This design comes from an exercise in tuning for small area, a short achievable clock period and few clock cycles on the open sky130 flow, not from production work. At most, simulation tests tie the RTL to the original design; equivalence was not proved. Power is estimated from default activity; no workload was simulated.

## cedar
==> flow/design.v <==
module bat_ms (
    input  wire        clk,
    input  wire        rst,
    input  wire        start,
    input  wire [1:0]  cfg_nsrc_m1,
    input  wire [15:0] cfg_bits_in_m1,           
    input  wire [15:0] cfg_in_align_repeat,      
    input  wire [15:0] cfg_in_align_bits_m1,     
    input  wire [3:0]  cfg_out_align_repeat,
    input  wire [3:0]  cfg_out_align_bits_m1,
    input  wire [15:0] cfg_repeat,
    input  wire [3:0]  in_valid,
    input  wire [3:0]  in_eod,
    input  wire [31:0] in_data,
    output wire [3:0]  in_ready,
    output wire        out_valid,
    output wire [7:0]  out_data,
    input  wire        out_ready,
    output wire        busy,
    output reg         ended_eod
);
    localparam [1:0] S_IDLE = 2'd0,
                     S_RUN  = 2'd1,
                     S_SKIP = 2'd2,
                     S_END  = 2'd3;
    reg [1:0]  state;
    reg [1:0]  nsrc_m1;
    reg [3:0]  bm1   [0:3];       
    reg [3:0]  in_n  [0:3];       
    reg [3:0]  in_pu [0:3];       
    reg [3:0]  out_m;             
    reg [3:0]  out_pu;            
    reg [15:0] rep_left;
    reg        rep_en;
    reg        rep_last;          
    reg [1:0]  src;
    reg        lst;               
    reg [3:0]  in_cd [0:3];
    reg        sd    [0:3];       
    reg [3:0]  out_cd;
    reg        od;                
    reg [3:0]  skip_left;
    reg [6:0]  acc   [0:3];
    reg [4:0]  ad    [0:3];
    reg        part;
    reg [7:0]  hold;
    reg        s_v;
    reg        s_free;
    reg [15:0] s_bits;
    reg [4:0]  s_lim;
    reg        s_pad;
    reg [23:0] em;
    reg [5:0]  em_n;
    reg [2:0]  pp;                
    reg [3:0]  pk;                
    reg [1:0]  poi;               
    reg [5:0]  pr;                
    integer i;
    wire        flushing = (state == S_END) && !s_v;
    assign out_valid = (em_n[5:3] != 3'd0) || (flushing && em_n[2:0] != 3'd0);
    assign out_data  = em[23:16];
    wire        fire     = out_valid && out_ready;
    wire        s_take   = s_v && (em_n <= {1'b0, s_lim});
    wire [23:0] s_ins    = {s_bits, 8'd0} >> em_n[4:0];
    wire [5:0]  s_add    = 6'd24 - {1'b0, s_lim} + (s_pad ? {2'b0, out_pu} : 6'd0);
    wire [5:0]  em_a     = em_n + (s_take ? s_add : 6'd0);
    wire [5:0]  em_f     = em_a - 6'd8;
    wire [5:0]  em_n_nx  = !fire ? em_a : (em_n[5:3] != 3'd0) ? em_f : 6'd0;
    wire        done_now = flushing && (em_n == 6'd0 || (em_n <= 6'd8 && out_ready));
    wire [3:0]  c_bm1   = bm1[src];
    wire [3:0]  c_n     = in_n[src];
    wire [3:0]  c_cd    = in_cd[src];
    wire [3:0]  c_pad   = in_pu[src];
    wire [6:0]  c_a7    = acc[src];
    wire [4:0]  c_ad    = ad[src];
    wire [2:0]  c_a3    = c_ad[2:0] + c_bm1[2:0] + 3'd1;
    wire        c_sd    = sd[src];
    wire        c_valid = in_valid[src];
    wire        c_eod   = in_eod[src];
    wire [7:0]  c_data  = in_data[8*src +: 8];
    wire        opaddue  = lst && od;
    wire        pad_ok   = (!c_sd || (pp > {1'b0, src})) && (!opaddue || (pp == 3'd5));
    wire        need     = part || c_ad[4];
    wire        run_go   = (state == S_RUN) && s_free && pad_ok;
    wire        run_rdy  = run_go && need;
    wire        skip_rdy = (state == S_SKIP) && s_free;
    assign in_ready = (run_rdy || skip_rdy) ? (4'b0001 << src) : 4'b0000;
    wire        take     = (run_rdy || skip_rdy) && c_valid;
    wire        take_eod = take && c_eod;
    wire        take_dat = take && !c_eod;
    wire [14:0] c_acc    = {c_a7, part ? hold : {1'b0, c_a7}};
    wire [3:0]  c_an     = {part, c_a3};
    wire [22:0] x_bits   = {c_acc, c_data};
    wire [37:0] x_sh     = {x_bits, 15'd0} >> c_an;
    wire [15:0] s_mask   = ~(16'h7fff >> c_bm1);
    wire [15:0] smp      = x_sh[22:7] & s_mask;
    wire [2:0]  left     = c_ad[2:0];
    wire        one_ok   = c_ad[3];
    wire        issue    = run_go && (!need || (take_dat && (part || one_ok)));
    wire        partial  = run_go && need && !part && !one_ok && take_dat;
    wire        skip_in  = c_sd && (c_pad > {1'b0, left});
    wire [2:0]  a_new    = left - (c_sd ? c_pad[2:0] : 3'd0);
    wire [2:0]  a_skip   = 3'd0 - skip_left[2:0];
    wire [4:0]  nbm1     = ~{1'b0, c_bm1};
    wire        skip_done = skip_rdy && take_dat && (skip_left <= 4'd8);
    wire        step_done = (issue && !skip_in) || skip_done;
    wire        win_end   = step_done && lst;
    wire        rep_end   = win_end && rep_last;
    wire        pp_src   = (pp[2] == 1'b0);
    wire [1:0]  ppi      = pp[1:0];
    wire [3:0]  pu_xm1   = bm1[pp_src ? ppi : poi];
    wire [3:0]  pu_y     = pp_src ? in_n[ppi] : out_m;
    wire [3:0]  pu_um1   = pp_src ? in_pu[ppi] : out_pu;
    wire        pu_need  = pp_src ? ((ppi <= nsrc_m1) && (pu_y != 4'd0)) : (pu_y != 4'd0);
    wire [5:0]  pr_next  = pr + (pr[5] ? {2'b00, pu_um1} : {2'b11, ~pu_xm1}) + {5'd0, pr[5]};
    assign busy = (state != S_IDLE);
    always @(posedge clk) begin
        if (rst) begin
            state     <= S_IDLE;
            ended_eod <= 1'b0;
            s_v       <= 1'b0;
            s_free    <= 1'b1;
            em_n      <= 6'd0;
            em        <= 24'd0;
        end else begin
            if (s_take)
                em <= fire ? ((em | s_ins) << 8) : (em | s_ins);
            else if (fire)
                em <= em << 8;
            em_n <= em_n_nx;
            if (s_free) begin
                s_v    <= issue || (skip_done && opaddue);
                s_bits <= (state == S_RUN) ? smp : 16'd0;
                s_lim  <= (state == S_RUN) ? 5'd23 - {1'b0, c_bm1} : 5'd24;
                s_pad  <= opaddue && ((state != S_RUN) || !skip_in);
                s_free <= !(issue || (skip_done && opaddue)) ||
                          (em_n_nx <= ((state == S_RUN) ? 6'd23 - {2'b0, c_bm1} : 6'd24));
            end else begin
                s_free <= (em_n_nx <= {1'b0, s_lim});
            end
            if (state != S_IDLE && pp != 3'd5) begin
                if (!pu_need) begin
                    pp  <= pp + 3'd1;
                end else if (pr[5] || pk != pu_y) begin
                    pr <= pr_next;
                    if (!pr[5]) begin
                        if (pp_src || poi == nsrc_m1) begin
                            pk  <= pk + 4'd1;
                            poi <= 2'd0;
                        end else begin
                            poi <= poi + 2'd1;
                        end
                    end
                end else begin
                    if (pp_src)
                        in_pu[ppi] <= pr[3:0];
                    else
                        out_pu <= pr[3:0];
                    pp <= pp + 3'd1;
                    pk <= 4'd0;
                    pr <= 6'd0;
                end
            end
            if (take)
                hold <= c_data;
            case (state)
            S_IDLE: begin
                if (start) begin
                    nsrc_m1 <= cfg_nsrc_m1;
                    for (i = 0; i < 4; i = i + 1) begin
                        bm1[i]   <= cfg_bits_in_m1[4*i +: 4];
                        in_n[i]  <= cfg_in_align_repeat[4*i +: 4];
                        in_cd[i] <= cfg_in_align_repeat[4*i +: 4];
                        sd[i]    <= (cfg_in_align_repeat[4*i +: 4] == 4'd1);
                        in_pu[i] <= cfg_in_align_bits_m1[4*i +: 4];
                        ad[i]    <= ~{1'b0, cfg_bits_in_m1[4*i +: 4]};
                    end
                    out_m    <= cfg_out_align_repeat;
                    out_cd   <= cfg_out_align_repeat;
                    od       <= (cfg_out_align_repeat == 4'd1);
                    out_pu   <= cfg_out_align_bits_m1;
                    rep_left <= cfg_repeat;
                    rep_en   <= (cfg_repeat != 16'd0);
                    rep_last <= (cfg_repeat == 16'd1);
                    src      <= 2'd0;
                    lst      <= (cfg_nsrc_m1 == 2'd0);
                    pp       <= 3'd0;
                    pk       <= 4'd0;
                    poi      <= 2'd0;
                    pr       <= 6'd0;
                    part     <= 1'b0;
                    em       <= 24'd0;
                    state    <= S_RUN;
                end
            end
            S_RUN: begin
                if (take_eod) begin
                    ended_eod <= 1'b1;
                    state     <= S_END;
                end else if (issue) begin
                    part <= 1'b0;
                    if (take)
                        acc[src] <= c_data[6:0];
                    if (skip_in) begin
                        ad[src]    <= nbm1;
                        skip_left  <= c_pad - {1'b0, left};
                        state      <= S_SKIP;
                    end else begin
                        ad[src]    <= {2'b0, a_new} + nbm1;
                    end
                    if (c_n != 4'd0) begin
                        in_cd[src] <= c_sd ? c_n : c_cd - 4'd1;
                        sd[src]    <= c_sd ? (c_n == 4'd1) : (c_cd == 4'd2);
                    end
                end else if (partial) begin
                    part <= 1'b1;
                end
            end
            S_SKIP: begin
                if (take_eod) begin
                    ended_eod <= 1'b1;
                    state     <= S_END;
                end else if (take_dat) begin
                    acc[src] <= c_data[6:0];
                    if (skip_done) begin
                        ad[src]    <= {2'b0, a_skip} + nbm1;
                        state      <= S_RUN;
                    end else begin
                        skip_left <= skip_left - 4'd8;
                    end
                end
            end
            S_END: begin
                if (done_now)
                    state <= S_IDLE;
            end
            endcase
            if (step_done) begin
                if (lst) begin
                    src <= 2'd0;
                    lst <= (nsrc_m1 == 2'd0);
                    if (out_m != 4'd0) begin
                        out_cd <= od ? out_m : out_cd - 4'd1;
                        od     <= od ? (out_m == 4'd1) : (out_cd == 4'd2);
                    end
                    if (rep_en) begin
                        rep_left <= rep_left - 16'd1;
                        rep_last <= (rep_left == 16'd2);
                    end
                end else begin
                    src <= src + 2'd1;
                    lst <= (src + 2'd1 == nsrc_m1);
                end
            end
            if (rep_end) begin
                ended_eod <= 1'b0;
                state     <= S_END;
            end
        end
    end
endmodule
export LEC_CHECK = 0
export CAP_MARGIN = 20
export CORE_MARGIN = 2
export CORE_UTILIZATION = 40
export PLACE_DENSITY = 0.6
export SETUP_SLACK_MARGIN = 5
export SLEW_MARGIN = 20
create_clock -name core_clock -period 10.0 [get_ports {clk}]
run.sh (not shown) runs the stock make flow with config.mk's settings and CLKGATE_MAP_FILE= SYNTH_SCRIPT=/design/flow/synth_recipe.tcl, a recipe that flattens the netlist after the stock synthesis.
#### Input delta (xenon over cedar)
diff --git a/flow/design.v b/flow/design.v
--- a/flow/design.v
+++ b/flow/design.v
@@ -44,28 +44,28 @@
     reg [4:0]  ad    [0:3];
     reg        part;
     reg [7:0]  hold;
     reg        s_v;
     reg        s_free;
     reg [15:0] s_bits;
-    reg [4:0]  s_lim;
+    reg [5:0]  s_lim;
     reg        s_pad;
-    reg [23:0] em;
+    reg [31:0] em;
     reg [5:0]  em_n;
     reg [2:0]  pp;                
     reg [3:0]  pk;                
     reg [1:0]  poi;               
     reg [5:0]  pr;                
     integer i;
     wire        flushing = (state == S_END) && !s_v;
     assign out_valid = (em_n[5:3] != 3'd0) || (flushing && em_n[2:0] != 3'd0);
-    assign out_data  = em[23:16];
+    assign out_data  = em[31:24];
     wire        fire     = out_valid && out_ready;
-    wire        s_take   = s_v && (em_n <= {1'b0, s_lim});
-    wire [23:0] s_ins    = {s_bits, 8'd0} >> em_n[4:0];
-    wire [5:0]  s_add    = 6'd24 - {1'b0, s_lim} + (s_pad ? {2'b0, out_pu} : 6'd0);
+    wire        s_take   = s_v && (em_n <= s_lim);
+    wire [31:0] s_ins    = {s_bits, 16'd0} >> em_n[4:0];
+    wire [5:0]  s_add    = 6'd32 - s_lim + (s_pad ? {2'b0, out_pu} : 6'd0);
     wire [5:0]  em_a     = em_n + (s_take ? s_add : 6'd0);
     wire [5:0]  em_f     = em_a - 6'd8;
     wire [5:0]  em_n_nx  = !fire ? em_a : (em_n[5:3] != 3'd0) ? em_f : 6'd0;
     wire        done_now = flushing && (em_n == 6'd0 || (em_n <= 6'd8 && out_ready));
     wire [3:0]  c_bm1   = bm1[src];
     wire [3:0]  c_n     = in_n[src];
@@ -109,35 +109,36 @@
     wire        pp_src   = (pp[2] == 1'b0);
     wire [1:0]  ppi      = pp[1:0];
     wire [3:0]  pu_xm1   = bm1[pp_src ? ppi : poi];
     wire [3:0]  pu_y     = pp_src ? in_n[ppi] : out_m;
     wire [3:0]  pu_um1   = pp_src ? in_pu[ppi] : out_pu;
     wire        pu_need  = pp_src ? ((ppi <= nsrc_m1) && (pu_y != 4'd0)) : (pu_y != 4'd0);
-    wire [5:0]  pr_next  = pr + (pr[5] ? {2'b00, pu_um1} : {2'b11, ~pu_xm1}) + {5'd0, pr[5]};
+    wire [5:0]  pr_one   = pr + (pr[5] ? {2'b00, pu_um1} : {2'b11, ~pu_xm1}) + {5'd0, pr[5]};
+    wire [5:0]  pr_next  = pr_one + (pr_one[5] ? {2'b00, pu_um1} + 6'd1 : 6'd0);
     assign busy = (state != S_IDLE);
     always @(posedge clk) begin
         if (rst) begin
             state     <= S_IDLE;
             ended_eod <= 1'b0;
             s_v       <= 1'b0;
             s_free    <= 1'b1;
             em_n      <= 6'd0;
-            em        <= 24'd0;
+            em        <= 32'd0;
         end else begin
             if (s_take)
                 em <= fire ? ((em | s_ins) << 8) : (em | s_ins);
             else if (fire)
                 em <= em << 8;
             em_n <= em_n_nx;
             if (s_free) begin
                 s_v    <= issue || (skip_done && opaddue);
                 s_bits <= (state == S_RUN) ? smp : 16'd0;
-                s_lim  <= (state == S_RUN) ? 5'd23 - {1'b0, c_bm1} : 5'd24;
+                s_lim  <= (state == S_RUN) ? 6'd31 - {2'b0, c_bm1} : 6'd32;
                 s_pad  <= opaddue && ((state != S_RUN) || !skip_in);
                 s_free <= !(issue || (skip_done && opaddue)) ||
-                          (em_n_nx <= ((state == S_RUN) ? 6'd23 - {2'b0, c_bm1} : 6'd24));
+                          (em_n_nx <= ((state == S_RUN) ? 6'd31 - {2'b0, c_bm1} : 6'd32));
             end else begin
                 s_free <= (em_n_nx <= {1'b0, s_lim});
             end
             if (state != S_IDLE && pp != 3'd5) begin
                 if (!pu_need) begin
                     pp  <= pp + 3'd1;
@@ -186,13 +187,13 @@
                     lst      <= (cfg_nsrc_m1 == 2'd0);
                     pp       <= 3'd0;
                     pk       <= 4'd0;
                     poi      <= 2'd0;
                     pr       <= 6'd0;
                     part     <= 1'b0;
-                    em       <= 24'd0;
+                    em       <= 32'd0;
                     state    <= S_RUN;
                 end
             end
             S_RUN: begin
                 if (take_eod) begin
                     ended_eod <= 1'b1;
==> comparison <==
Comparing sink count of the clock tree for xenon and cedar, the smaller number came from cedar.
Compared with cedar, xenon shows ratio of cells with drive above 1 in the final layout lower by 0.40 points.
xenon vs cedar: final-layout clock buffer total up by a few percent
On synthesized cell count: xenon sits above cedar.
All of xenon and cedar finish clean.
[compare] base=cedar new=xenon: synthesized area increased by 390 sq um relative to the old numbers, number of antenna diodes closely matched the old numbers, total wire length increased by 3.8% relative to the old numbers.
xenon ends up with a clock power that is about 20% higher than in cedar.
The largest net degree at the start of global routing reported for xenon is smaller than that of cedar by 3.
Testbench counts of xenon, summed over its fixed seeds: cycles 48,584.
No functional check of the RTL was part of cedar.

==> separate check: timing with driven ports <==
In the flow no input, the clock included, has a driving cell. The finished layouts below were timed again as built, in two steps. Step 1: set_driving_cell puts a clkbuf_16 on clk and a buf_2 on each other input, an assumption about the parent block. Step 2, shift: input delay + t, output delay - t, t = (earliest + latest rising clock arrival at the registers) / 2. This alone moves slack from input paths to output paths. Slacks: no drivers / after step 1 / after step 2; pairs: no drivers / after step 1.
run	t (ns)	slack for setup (ns)	worst slew at a driven data input, ns
cedar	0.621	5.087 / 5.032 / 4.641	0.06
xenon	0.626	5.161 / 5.107 / 4.633	0.06
After both steps every run listed still meets setup and hold. The setup slack of xenon, which loses most, moves by -0.054 ns with the drivers and by -0.528 ns with both steps.
